Background: an optimization exercise with open tools, aiming at small area, a short achievable clock period and few clock cycles per item. Do not read the settings as production practice. The RTL was checked by simulation tests, not by an equivalence proof against the original design.

==> inputs of run a <==
// plc_blk_codec
module plc_blk_codec (
    input  wire        clk,
    input  wire        rst,
    input  wire        tx_cmd_valid,
    output wire        tx_cmd_ready,
    input  wire [15:0] tx_cmd_ssn,
    input  wire [8:0]  tx_cmd_boff,
    input  wire        tx_cmd_bflag,
    input  wire        tx_cmd_long,
    input  wire        tx_in_valid,
    output wire        tx_in_ready,
    input  wire [31:0] tx_in_data,
    output wire        tx_out_valid,
    input  wire        tx_out_ready,
    output wire [31:0] tx_out_data,
    output wire        tx_out_last,
    input  wire        rx_in_valid,
    output wire        rx_in_ready,
    input  wire [31:0] rx_in_data,
    input  wire        rx_in_long,
    output wire        rx_res_valid,
    input  wire        rx_res_ready,
    output wire        rx_res_ok,
    output wire        rx_res_fmterr,
    output wire [31:0] rx_res_hdr
);
    plc_blk_tx u_tx (
        .clk(clk), .rst(rst),
        .cmd_valid(tx_cmd_valid), .cmd_ready(tx_cmd_ready),
        .cmd_ssn(tx_cmd_ssn), .cmd_boff(tx_cmd_boff),
        .cmd_bflag(tx_cmd_bflag), .cmd_long(tx_cmd_long),
        .in_valid(tx_in_valid), .in_ready(tx_in_ready), .in_data(tx_in_data),
        .out_valid(tx_out_valid), .out_ready(tx_out_ready),
        .out_data(tx_out_data), .out_last(tx_out_last)
    );
    plc_blk_rx u_rx (
        .clk(clk), .rst(rst),
  ...
Settings: LEC_CHECK=0, CAP_MARGIN=20, CORE_MARGIN=2, CORE_UTILIZATION=50, CTS_BUF_LIST=sky130_fd_sc_hd__clkbuf_4 sky130_fd_sc_hd__clkbuf_8, CTS_CLUSTER_SIZE=20, PLACE_DENSITY=0.7, SETUP_SLACK_MARGIN=2.8, SLEW_MARGIN=20, DONT_USE_CELLS=sky130_fd_sc_hd__xor3_1 sky130_fd_sc_hd__xor3_2 sky130_fd_sc_hd__xor3_4 sky130_fd_sc_hd__xnor3_1 sky130_fd_sc_hd__xnor3_2 sky130_fd_sc_hd__xnor3_4; clock period 5.0 ns.
standard.sh (not shown) runs the stock make flow with config.mk's settings and CLKGATE_MAP_FILE= SYNTH_SCRIPT=/design/flow/synth_recipe.tcl, a recipe that flattens the netlist after the stock synthesis.
==> flow/flow/run.sh <==
#!/bin/bash
# Standard ORFS layout with a few extra ORFS settings passed to make.
set -euo pipefail
# keep three-input XOR cells out of the mapping: two-input XORs are smaller
# and faster for the CRC networks
echo 'export DONT_USE_CELLS = sky130_fd_sc_hd__xor3_1 sky130_fd_sc_hd__xor3_2 sky130_fd_sc_hd__xor3_4 sky130_fd_sc_hd__xnor3_1 sky130_fd_sc_hd__xnor3_2 sky130_fd_sc_hd__xnor3_4' >> config.mk
bash standard.sh BUFFER_PORTS_ARGS=-buffer_cell\ sky130_fd_sc_hd__buf_1 finish > standard.log 2>&1
==> inputs of run b, as changes to run a <==
- SETUP_SLACK_MARGIN: 2.8 -> 2.45
==> inputs of run c, as changes to run a <==
--- a/flow/flow/run.sh
+++ b/flow/flow/run.sh
@@ -5,3 +5,3 @@
 # and faster for the CRC networks
 echo 'export DONT_USE_CELLS = sky130_fd_sc_hd__xor3_1 sky130_fd_sc_hd__xor3_2 sky130_fd_sc_hd__xor3_4 sky130_fd_sc_hd__xnor3_1 sky130_fd_sc_hd__xnor3_2 sky130_fd_sc_hd__xnor3_4' >> config.mk
-bash standard.sh BUFFER_PORTS_ARGS=-buffer_cell\ sky130_fd_sc_hd__buf_1 finish > standard.log 2>&1
+bash standard.sh BUFFER_PORTS_ARGS=-buffer_cell\ sky130_fd_sc_hd__buf_1 RECOVER_POWER=100 finish > standard.log 2>&1
- SETUP_SLACK_MARGIN: 2.8 -> 2.65
==> notes <==
Run b ran to the end with no violations. Run c finished with max-capacitance violations, max-slew violations left. Run a produced a clean layout. In critical path depth, run b and run a do not differ. Against run b, the global-route usage of run a is lower by 0.080 points. In synthesized area, run a and run b do not differ.
==> figures <==
Worst setup path class: run b in -> out; run c reg -> reg; run a in -> out
RSZ-0062 raised after global routing: run b false; run c true; run a true
Quantity of gates resized following cts: run b 6; run c 20; run a 41
Library cell appearing most often on the critical path: run b sky130_fd_sc_hd__buf_1; run c sky130_fd_sc_hd__xnor2_1; run a -
Post-route non-filler standard cell count: run b 1573; run c 1580; run a 1634
Status: run b complete, no violations; run c failed layout checks; run a complete, no violations
Layout check failures: run b -; run c max-capacitance violations, max-slew violations; run a -
Share of cells above drive strength 1: run b 0.0691; run c 0.0664; run a 0.165
Worst Setup Start Kind: run b primary input; run c flop; run a primary input
R2R cell count: run b 6; run c 7; run a 6
Plain + repair buffers: run b 178; run c 185; run a 239
Testbench counts of run a, summed over its fixed seeds: cycles 5,579, items 96.
Testbench counts of run b, summed over its fixed seeds: cycles 5,579, items 96.
Testbench counts of run c, summed over its fixed seeds: cycles 5,579, items 96.

---

==> 08-24: inputs <==
Starting RTL as in the previous note.
// plc_blk_codec
module plc_blk_codec (
    input  wire        clk,
    input  wire        rst,
    input  wire        tx_cmd_valid,
    output wire        tx_cmd_ready,
    input  wire [15:0] tx_cmd_ssn,
    input  wire [8:0]  tx_cmd_boff,
    input  wire        tx_cmd_bflag,
    input  wire        tx_cmd_long,
    input  wire        tx_in_valid,
    output wire        tx_in_ready,
    input  wire [31:0] tx_in_data,
    output wire        tx_out_valid,
    input  wire        tx_out_ready,
    output wire [31:0] tx_out_data,
    output wire        tx_out_last,
    input  wire        rx_in_valid,
    output wire        rx_in_ready,
    input  wire [31:0] rx_in_data,
    input  wire        rx_in_long,
    output wire        rx_res_valid,
    input  wire        rx_res_ready,
    output wire        rx_res_ok,
    output wire        rx_res_fmterr,
    output wire [31:0] rx_res_hdr
);
Settings: LEC_CHECK=0, CAP_MARGIN=20, CORE_MARGIN=2, CORE_UTILIZATION=50, CTS_BUF_LIST=sky130_fd_sc_hd__clkbuf_4 sky130_fd_sc_hd__clkbuf_8, CTS_CLUSTER_SIZE=20, PLACE_DENSITY=0.7, SETUP_SLACK_MARGIN=2.65, SLEW_MARGIN=20, DONT_USE_CELLS=sky130_fd_sc_hd__xor3_1 sky130_fd_sc_hd__xor3_2 sky130_fd_sc_hd__xor3_4 sky130_fd_sc_hd__xnor3_1 sky130_fd_sc_hd__xnor3_2 sky130_fd_sc_hd__xnor3_4 sky130_fd_sc_hd__a21o_0 sky130_fd_sc_hd__a21o_1 sky130_fd_sc_hd__a21o_2 sky130_fd_sc_hd__a21o_4 sky130_fd_sc_hd__o21a_0 sky130_fd_sc_hd__o21a_1 sky130_fd_sc_hd__o21a_2 sky130_fd_sc_hd__o21a_4 sky130_fd_sc_hd__a22o_0 sky130_fd_sc_hd__a22o_1 sky130_fd_sc_hd__a22o_2 sky130_fd_sc_hd__a22o_4 sky130_fd_sc_hd__o22a_0 sky130_fd_sc_hd__o22a_1 sky130_fd_sc_hd__o22a_2 sky130_fd_sc_hd__o22a_4 sky130_fd_sc_hd__a21bo_0 sky130_fd_sc_hd__a21bo_1 sky130_fd_sc_hd__a21bo_2 sky130_fd_sc_hd__a21bo_4 sky130_fd_sc_hd__o21ba_0 sky130_fd_sc_hd__o21ba_1 sky130_fd_sc_hd__o21ba_2 sky130_fd_sc_hd__o21ba_4 sky130_fd_sc_hd__a211o_0 sky130_fd_sc_hd__a211o_1 sky130_fd_sc_hd__a211o_2 sky130_fd_sc_hd__a211o_4 sky130_fd_sc_hd__o211a_0 sky130_fd_sc_hd__o211a_1 sky130_fd_sc_hd__o211a_2 sky130_fd_sc_hd__o211a_4 sky130_fd_sc_hd__a31o_0 sky130_fd_sc_hd__a31o_1 sky130_fd_sc_hd__a31o_2 sky130_fd_sc_hd__a31o_4 sky130_fd_sc_hd__o31a_0 sky130_fd_sc_hd__o31a_1 sky130_fd_sc_hd__o31a_2 sky130_fd_sc_hd__o31a_4 sky130_fd_sc_hd__and2_0 sky130_fd_sc_hd__and2_1 sky130_fd_sc_hd__and2_2 sky130_fd_sc_hd__and2_4 sky130_fd_sc_hd__or2_0 sky130_fd_sc_hd__or2_1 sky130_fd_sc_hd__or2_2 sky130_fd_sc_hd__or2_4; clock period 5.0 ns.
==> flow/flow/run.sh <==
#!/bin/bash
# Standard ORFS layout with a few extra ORFS settings passed to make.
set -euo pipefail
# keep three-input XOR cells out of the mapping: two-input XORs are smaller
# and faster for the CRC networks; and map AND-OR logic with inverting gates
# only, which are faster on the short paths from ready inputs to ready outputs
echo 'export DONT_USE_CELLS = sky130_fd_sc_hd__xor3_1 sky130_fd_sc_hd__xor3_2 sky130_fd_sc_hd__xor3_4 sky130_fd_sc_hd__xnor3_1 sky130_fd_sc_hd__xnor3_2 sky130_fd_sc_hd__xnor3_4 sky130_fd_sc_hd__a21o_0 sky130_fd_sc_hd__a21o_1 sky130_fd_sc_hd__a21o_2 sky130_fd_sc_hd__a21o_4 sky130_fd_sc_hd__o21a_0 sky130_fd_sc_hd__o21a_1 sky130_fd_sc_hd__o21a_2 sky130_fd_sc_hd__o21a_4 sky130_fd_sc_hd__a22o_0 sky130_fd_sc_hd__a22o_1 sky130_fd_sc_hd__a22o_2 sky130_fd_sc_hd__a22o_4 sky130_fd_sc_hd__o22a_0 sky130_fd_sc_hd__o22a_1 sky130_fd_sc_hd__o22a_2 sky130_fd_sc_hd__o22a_4 sky130_fd_sc_hd__a21bo_0 sky130_fd_sc_hd__a21bo_1 sky130_fd_sc_hd__a21bo_2 sky130_fd_sc_hd__a21bo_4 sky130_fd_sc_hd__o21ba_0 sky130_fd_sc_hd__o21ba_1 sky130_fd_sc_hd__o21ba_2 sky130_fd_sc_hd__o21ba_4 sky130_fd_sc_hd__a211o_0 sky130_fd_sc_hd__a211o_1 sky130_fd_sc_hd__a211o_2 sky130_fd_sc_hd__a211o_4 sky130_fd_sc_hd__o211a_0 sky130_fd_sc_hd__o211a_1 sky130_fd_sc_hd__o211a_2 sky130_fd_sc_hd__o211a_4 sky130_fd_sc_hd__a31o_0 sky130_fd_sc_hd__a31o_1 sky130_fd_sc_hd__a31o_2 sky130_fd_sc_hd__a31o_4 sky130_fd_sc_hd__o31a_0 sky130_fd_sc_hd__o31a_1 sky130_fd_sc_hd__o31a_2 sky130_fd_sc_hd__o31a_4 sky130_fd_sc_hd__and2_0 sky130_fd_sc_hd__and2_1 sky130_fd_sc_hd__and2_2 sky130_fd_sc_hd__and2_4 sky130_fd_sc_hd__or2_0 sky130_fd_sc_hd__or2_1 sky130_fd_sc_hd__or2_2 sky130_fd_sc_hd__or2_4' >> config.mk
bash standard.sh BUFFER_PORTS_ARGS=-buffer_cell\ sky130_fd_sc_hd__buf_1 finish > standard.log 2>&1
==> inputs of 10-13, as changes to 08-24 <==
==> flow/flow/run.sh (replaced) <==
#!/bin/bash
# Standard ORFS layout with a few extra ORFS settings passed to make.
set -euo pipefail
# keep three-input XOR cells out of the mapping: two-input XORs are smaller
# and faster for the CRC networks
echo 'export DONT_USE_CELLS = sky130_fd_sc_hd__xor3_1 sky130_fd_sc_hd__xor3_2 sky130_fd_sc_hd__xor3_4 sky130_fd_sc_hd__xnor3_1 sky130_fd_sc_hd__xnor3_2 sky130_fd_sc_hd__xnor3_4' >> config.mk
bash standard.sh BUFFER_PORTS_ARGS=-buffer_cell\ sky130_fd_sc_hd__buf_1 finish > standard.log 2>&1
- CORE_UTILIZATION: 50 -> 60
- DONT_USE_CELLS: sky130_fd_sc_hd__xor3_1 sky130_fd_sc_hd__xor3_2 sky130_fd_sc_hd__xor3_4 sky130_fd_sc_hd__xnor3_1 sky130_fd_sc_hd__xnor3_2 sky130_fd_sc_hd__xnor3_4 sky130_fd_sc_hd__a21o_0 sky130_fd_sc_hd__a21o_1 sky130_fd_sc_hd__a21o_2 sky130_fd_sc_hd__a21o_4 sky130_fd_sc_hd__o21a_0 sky130_fd_sc_hd__o21a_1 sky130_fd_sc_hd__o21a_2 sky130_fd_sc_hd__o21a_4 sky130_fd_sc_hd__a22o_0 sky130_fd_sc_hd__a22o_1 sky130_fd_sc_hd__a22o_2 sky130_fd_sc_hd__a22o_4 sky130_fd_sc_hd__o22a_0 sky130_fd_sc_hd__o22a_1 sky130_fd_sc_hd__o22a_2 sky130_fd_sc_hd__o22a_4 sky130_fd_sc_hd__a21bo_0 sky130_fd_sc_hd__a21bo_1 sky130_fd_sc_hd__a21bo_2 sky130_fd_sc_hd__a21bo_4 sky130_fd_sc_hd__o21ba_0 sky130_fd_sc_hd__o21ba_1 sky130_fd_sc_hd__o21ba_2 sky130_fd_sc_hd__o21ba_4 sky130_fd_sc_hd__a211o_0 sky130_fd_sc_hd__a211o_1 sky130_fd_sc_hd__a211o_2 sky130_fd_sc_hd__a211o_4 sky130_fd_sc_hd__o211a_0 sky130_fd_sc_hd__o211a_1 sky130_fd_sc_hd__o211a_2 sky130_fd_sc_hd__o211a_4 sky130_fd_sc_hd__a31o_0 sky130_fd_sc_hd__a31o_1 sky130_fd_sc_hd__a31o_2 sky130_fd_sc_hd__a31o_4 sky130_fd_sc_hd__o31a_0 sky130_fd_sc_hd__o31a_1 sky130_fd_sc_hd__o31a_2 sky130_fd_sc_hd__o31a_4 sky130_fd_sc_hd__and2_0 sky130_fd_sc_hd__and2_1 sky130_fd_sc_hd__and2_2 sky130_fd_sc_hd__and2_4 sky130_fd_sc_hd__or2_0 sky130_fd_sc_hd__or2_1 sky130_fd_sc_hd__or2_2 sky130_fd_sc_hd__or2_4 -> sky130_fd_sc_hd__xor3_1 sky130_fd_sc_hd__xor3_2 sky130_fd_sc_hd__xor3_4 sky130_fd_sc_hd__xnor3_1 sky130_fd_sc_hd__xnor3_2 sky130_fd_sc_hd__xnor3_4
- PLACE_DENSITY: 0.7 -> 0.75
==> inputs of 05-25, as changes to 08-24 <==
==> flow/flow/run.sh (replaced) <==
#!/bin/bash
# Standard ORFS layout with a few extra ORFS settings passed to make.
set -euo pipefail
# keep three-input XOR cells out of the mapping: two-input XORs are smaller
# and faster for the CRC networks
echo 'export DONT_USE_CELLS = sky130_fd_sc_hd__xor3_1 sky130_fd_sc_hd__xor3_2 sky130_fd_sc_hd__xor3_4 sky130_fd_sc_hd__xnor3_1 sky130_fd_sc_hd__xnor3_2 sky130_fd_sc_hd__xnor3_4' >> config.mk
bash standard.sh BUFFER_PORTS_ARGS=-buffer_cell\ sky130_fd_sc_hd__buf_1 REMOVE_ABC_BUFFERS=1 finish > standard.log 2>&1
- DONT_USE_CELLS: sky130_fd_sc_hd__xor3_1 sky130_fd_sc_hd__xor3_2 sky130_fd_sc_hd__xor3_4 sky130_fd_sc_hd__xnor3_1 sky130_fd_sc_hd__xnor3_2 sky130_fd_sc_hd__xnor3_4 sky130_fd_sc_hd__a21o_0 sky130_fd_sc_hd__a21o_1 sky130_fd_sc_hd__a21o_2 sky130_fd_sc_hd__a21o_4 sky130_fd_sc_hd__o21a_0 sky130_fd_sc_hd__o21a_1 sky130_fd_sc_hd__o21a_2 sky130_fd_sc_hd__o21a_4 sky130_fd_sc_hd__a22o_0 sky130_fd_sc_hd__a22o_1 sky130_fd_sc_hd__a22o_2 sky130_fd_sc_hd__a22o_4 sky130_fd_sc_hd__o22a_0 sky130_fd_sc_hd__o22a_1 sky130_fd_sc_hd__o22a_2 sky130_fd_sc_hd__o22a_4 sky130_fd_sc_hd__a21bo_0 sky130_fd_sc_hd__a21bo_1 sky130_fd_sc_hd__a21bo_2 sky130_fd_sc_hd__a21bo_4 sky130_fd_sc_hd__o21ba_0 sky130_fd_sc_hd__o21ba_1 sky130_fd_sc_hd__o21ba_2 sky130_fd_sc_hd__o21ba_4 sky130_fd_sc_hd__a211o_0 sky130_fd_sc_hd__a211o_1 sky130_fd_sc_hd__a211o_2 sky130_fd_sc_hd__a211o_4 sky130_fd_sc_hd__o211a_0 sky130_fd_sc_hd__o211a_1 sky130_fd_sc_hd__o211a_2 sky130_fd_sc_hd__o211a_4 sky130_fd_sc_hd__a31o_0 sky130_fd_sc_hd__a31o_1 sky130_fd_sc_hd__a31o_2 sky130_fd_sc_hd__a31o_4 sky130_fd_sc_hd__o31a_0 sky130_fd_sc_hd__o31a_1 sky130_fd_sc_hd__o31a_2 sky130_fd_sc_hd__o31a_4 sky130_fd_sc_hd__and2_0 sky130_fd_sc_hd__and2_1 sky130_fd_sc_hd__and2_2 sky130_fd_sc_hd__and2_4 sky130_fd_sc_hd__or2_0 sky130_fd_sc_hd__or2_1 sky130_fd_sc_hd__or2_2 sky130_fd_sc_hd__or2_4 -> sky130_fd_sc_hd__xor3_1 sky130_fd_sc_hd__xor3_2 sky130_fd_sc_hd__xor3_4 sky130_fd_sc_hd__xnor3_1 sky130_fd_sc_hd__xnor3_2 sky130_fd_sc_hd__xnor3_4
==> qor summary <==
Starting utilization of the core area: 08-24 50.68%; 10-13 60.95%; 05-25 50.50%
Share of the yosys chip area belonging to registers: 08-24 36.51%; 10-13 36.64%; 05-25 36.64%
Inserted tap cell count: 08-24 285; 10-13 234; 05-25 285
Final period util: 08-24 48.72%; 10-13 48.20%; 05-25 47.82%
Finished Layout Cells: 08-24 1,606; 10-13 1,538; 05-25 1,590
Floorplan die height: 08-24 155.0 um; 10-13 141.6 um; 05-25 154.8 um
Netlist area before placement: 08-24 11,400 um^2; 10-13 11,360 um^2; 05-25 11,360 um^2
Post-synthesis instance total: 08-24 1,184; 10-13 1,166; 05-25 1,166
Maximum number of pins on one net before global-route repair: 08-24 48; 10-13 41; 05-25 58
Status: 08-24 finished clean; 10-13 finished clean; 05-25 finished clean
Routed Wire Length: 08-24 29,970 um; 10-13 29,650 um; 05-25 30,440 um
Standard-cell rows: 08-24 55; 10-13 50; 05-25 55
Portion of the layout cell area used by clock cells: 08-24 3.015%; 10-13 3.050%; 05-25 3.012%
Count of routing violations after the opening detailed-route iteration: 08-24 759; 10-13 818; 05-25 693
Post-Synth Adder-Cell Area: 08-24 0.3291%; 10-13 0.3303%; 05-25 0.3303%
Met2 routing resource usage after global routing: 08-24 41.74%; 10-13 47.32%; 05-25 44.43%
Hold Crit Start: 08-24 u_tx.out_last; 10-13 u_rx.blong; 05-25 u_rx.blong
Quantity of gates resized following cts: 08-24 26; 10-13 22; 05-25 25
Launching element of the worst setup path: 08-24 tx_out_ready; 10-13 rx_res_ready; 05-25 tx_out_ready
Portion of netlist area occupied by mux cells: 08-24 1.404%; 10-13 1.321%; 05-25 1.321%
Number of nets in the finished design: 08-24 1,410; 10-13 1,393; 05-25 1,394
Testbench counts of 08-24, summed over its fixed seeds: cycles 5,579, items 96.
Testbench counts of 10-13, summed over its fixed seeds: cycles 5,579, items 96.
Testbench counts of 05-25, summed over its fixed seeds: cycles 5,579, items 96.

-- static timing again, ports no longer ideal --
No port has a modelled driver above. Below, the same layouts with a new extraction and two added sets of constraints. Step 1 sets driving cells, clkbuf_16 on the clock port and buf_2 on the other inputs (assumed; they add their load-dependent delay and slew). Step 2, shift: input delay + t, output delay - t, t = (earliest + latest rising clock arrival at the registers) / 2. This alone moves slack from input paths to output paths. Three values: ideal ports, drivers, drivers and shift; two values: the first two.
run | t (ns) | setup WS [ns] | worst setup path after step 2 | worst data-port slew with drivers (ns) | cell pins on the clock port's net
run a | 0.496 | 2.602 / 2.561 / 2.336 | input to register | 0.07 | 1
run b | 0.498 | 2.541 / 2.519 / 2.159 | input to register | 0.04 | 1
run c | 0.503 | 1.572 / 1.572 / 1.572 | register to register | 0.06 | 1
08-24 | 0.506 | 2.564 / 2.518 / 2.238 | input to register | 0.06 | 1
10-13 | 0.507 | 2.590 / 2.559 / 2.168 | input to register | 0.05 | 1
05-25 | 0.527 | 2.609 / 2.575 / 2.234 | input to register | 0.08 | 1
The setup slack of 10-13, which loses most, moves by -0.031 ns with the drivers and by -0.422 ns with both steps.
